From an optimization exercise on the open Yosys and OpenROAD flow, aimed at small area; shortcuts taken in it are not production practice.
Only simulation tests tie the RTL to the original design; equivalence was not proved.
No activity file was given, so power comes from the tool's default toggle rates.

== the previous run ==
Design ipass_rpmseq, start of the top module:
module ipass_rpmseq #(
    parameter integer T_SETTLE = 100    
) (
    input  wire        clk,
    input  wire        rst,             
    input  wire [6:0]  cfg_dev_addr,    
    input  wire        cmd_valid,
    output wire        cmd_ready,
    input  wire [31:0] cmd_word,
    output wire        rsp_valid,
    input  wire        rsp_ready,
    output wire [1:0]  rsp_status,
    output wire [15:0] rsp_data,
    output wire        bt_req_valid,
    input  wire        bt_req_ready,
    output wire        bt_req_rw,
    output wire [6:0]  bt_req_addr,
    output wire [1:0]  bt_req_len,
    output wire [15:0] bt_req_wdata,
    input  wire        bt_rsp_valid,
    input  wire        bt_rsp_ok,
    input  wire [7:0]  bt_rsp_rdata,
    output wire [7:0]  port_wdata,
    output wire [1:0]  port_write,
    output wire [1:0]  port_flush,
    output wire        busy
);
    localparam [2:0] S_IDLE  = 3'd0;
  ...
==> flow/config.mk <==
export PLATFORM = sky130hd
export DESIGN_NAME = ipass_rpmseq
export DESIGN_NICKNAME = ipass_rpmseq
export VERILOG_FILES = /design/flow/design.v
export SDC_FILE = /design/flow/constraint.sdc
export NUM_CORES = 4
export LEC_CHECK = 0
export ABC_AREA = 1
export CAP_MARGIN = 20
export CORE_MARGIN = 2
export CORE_UTILIZATION = 40
export PLACE_DENSITY = 0.6
export SLEW_MARGIN = 20
==> flow/constraint.sdc <==
create_clock -name core_clock -period 5.0 [get_ports {clk}]
set_input_delay 1.0000 -clock core_clock [delete_from_list [all_inputs] [get_ports {clk}]]
set_output_delay 1.0000 -clock core_clock [all_outputs]
set_load 0.01 [all_outputs]
standard.sh (not shown) runs the stock make flow with config.mk's settings and CLKGATE_MAP_FILE= SYNTH_SCRIPT=/design/flow/synth_recipe.tcl, a recipe that flattens the netlist after the stock synthesis.
==> flow/flow/run.sh <==
#!/bin/bash
# Layout: the standard ORFS flow (standard.sh) with three changes:
#  1. after the standard synthesis, the combinational cells are mapped again
#     with Yosys/ABC for area, with several ABC seeds; every flip-flop
#     instance of the standard synthesis is kept as it is (same names, same
#     cells). The smallest new netlist that Yosys proves equivalent to the
#     standard one is used; if none is, the standard netlist is kept;
#  2. each port is buffered by sky130_fd_sc_hd__buf_1;
#  3. CTS uses clkbuf_4/clkbuf_8 with no dummy loads.
# Each tool's output goes to a log file in this folder.
set -euo pipefail
here=$(pwd)
res=$here/orfs/results/$FLOW_PLATFORM/ipass_rpmseq/base
vars=(BUFFER_PORTS_ARGS="-buffer_cell sky130_fd_sc_hd__buf_1"
      CTS_ARGS="-sink_clustering_enable -repair_clock_nets -buf_list {sky130_fd_sc_hd__clkbuf_4 sky130_fd_sc_hd__clkbuf_8} -sink_clustering_size 10 -dont_use_dummy_load")

bash standard.sh "${vars[@]}" synth > log_1_synth.log 2>&1

lib=$FLOW_HOME/platforms/$FLOW_PLATFORM/lib/sky130_fd_sc_hd__tt_025C_1v80.lib
du=$(sed -n '/DONT_USE_CELLS += /,/^$/p' $FLOW_HOME/platforms/$FLOW_PLATFORM/config.mk \
     | grep -o 'sky130_fd_sc_hd__[a-z0-9_]*' | sed 's/^/-dont_use /' | tr '\n' ' ')
yosys=$FLOW_HOME/../tools/install/yosys/bin/yosys
[ -x "$yosys" ] || yosys=$(command -v yosys)
cp $res/1_2_yosys.v $here/std_1_2_yosys.v

remap() {  # $1 = seed
  local s=$1
  echo "strash; dc2; strash; &get -n; &deepsyn -T 30 -S $s; &put; dch -f; map -a; mfs2; strash; dch -f; map -a; topo; dnsize" > $here/remap_$s.abc
  cat > $here/remap_$s.ys <<EOY
read_liberty -ignore_miss_func $lib
blackbox sky130_fd_sc_hd__df* sky130_fd_sc_hd__edf* sky130_fd_sc_hd__sdf* sky130_fd_sc_hd__sedf* sky130_fd_sc_hd__dl*
read_verilog $here/std_1_2_yosys.v
hierarchy -top $FLOW_TOP
flatten
opt -full
abc -liberty $lib $du -script $here/remap_$s.abc
opt_clean -purge
hilomap -singleton -hicell sky130_fd_sc_hd__conb_1 HI -locell sky130_fd_sc_hd__conb_1 LO
splitnets
opt_clean -purge
insbuf -buf sky130_fd_sc_hd__buf_4 A X
tee -o $here/remap_$s.stat stat -liberty $lib
write_verilog -noattr -nohex -nodec $here/remap_$s.v
EOY
  $yosys -s $here/remap_$s.ys > log_2_remap_$s.log 2>&1 || rm -f $here/remap_$s.v
}
prove() {  # $1 = netlist
  cat > $here/prove.ys <<EOY
read_liberty -lib $lib
read_verilog $1
hierarchy -top $FLOW_TOP
check -assert -mapped
design -reset
read_liberty -ignore_miss_func $lib
read_verilog $here/std_1_2_yosys.v
rename $FLOW_TOP gold
read_verilog $1
rename $FLOW_TOP gate
hierarchy -check
flatten gold gate
rename -hide gold/w:_* gate/w:_*
opt_clean
equiv_make gold gate eq
hierarchy -top eq
equiv_simple -seq 2
equiv_induct
equiv_status -assert
EOY
  $yosys -s $here/prove.ys > log_3_prove_$(basename $1 .v).log 2>&1
}

for s in 1 2 3 4; do remap $s & done; wait
for s in 5 6 7 8; do remap $s & done; wait

# candidates, smallest area first
ls $here/remap_*.v 2>/dev/null | while read f; do
  st=${f%.v}.stat
  a=$(grep -o "Chip area for module .*: [0-9.]*" $st | awk '{print $NF}')
  echo "$a $f"
done | sort -n > $here/remap_candidates.txt || true
used=""
while read a f; do
  if prove $f; then used=$f; break; fi
done < $here/remap_candidates.txt
if [ -n "$used" ]; then
  cp $used $res/1_2_yosys.v
  rm -f $res/1_synth.odb $res/1_synth.sdc
  echo "re-mapped netlist used: $used" > remap_result.txt
else
  echo "no re-mapped netlist proven: standard netlist kept" > remap_result.txt
fi

bash standard.sh "${vars[@]}" finish > log_4_layout.log 2>&1
Both conditions hold for the previous run: the flow ran to the end and the final layout passed the timing, DRC and antenna checks.
Modified inputs, the current run compared to the previous run
Settings: GPL_TIMING_DRIVEN: unset -> 0.
-- flow/flow/run.sh --
<<< the previous run, line 10
>>> the current run, line 10
# The re-mapped netlist keeps pass-through outputs as assigns (no buffers);
# buffer_ports then gives each port its own buffer.
<<< the previous run, line 41
insbuf -buf sky130_fd_sc_hd__buf_4 A X
>>> the current run, line 43

[summary]
Going from the previous run to the current run, power in combinational cells climbed about 0.5%, total number of vias dropped 17.
Diff the previous run -> the current run: worst setup skew after layout climbed 0.0093 ns, largest net degree at the start of global routing dropped 2.

[what the ideal ports hide]
How much do the figures lean on ideal ports? The routed layouts below were timed once more, with nothing changed but the port constraints.
Step 1: set_driving_cell puts a clkbuf_16 on clk and a buf_2 on each other input, an assumption about the parent block.
Step 2 times the ports against the registers' clock, not the clock port: input delays grow and output delays shrink by t, the midpoint of the rising clock arrivals with the driver on.
Slacks: ideal ports / drivers / drivers and shift; pairs: ideal ports / drivers.
run	t, ns	setup WS [ns]	clock arrival spread, ns
the previous run	0.319	1.361 / 1.334 / 1.637	0.014 / 0.013
the current run	0.322	1.330 / 1.302 / 1.624	0.024 / 0.024
After both steps setup and hold are still met in every run listed.
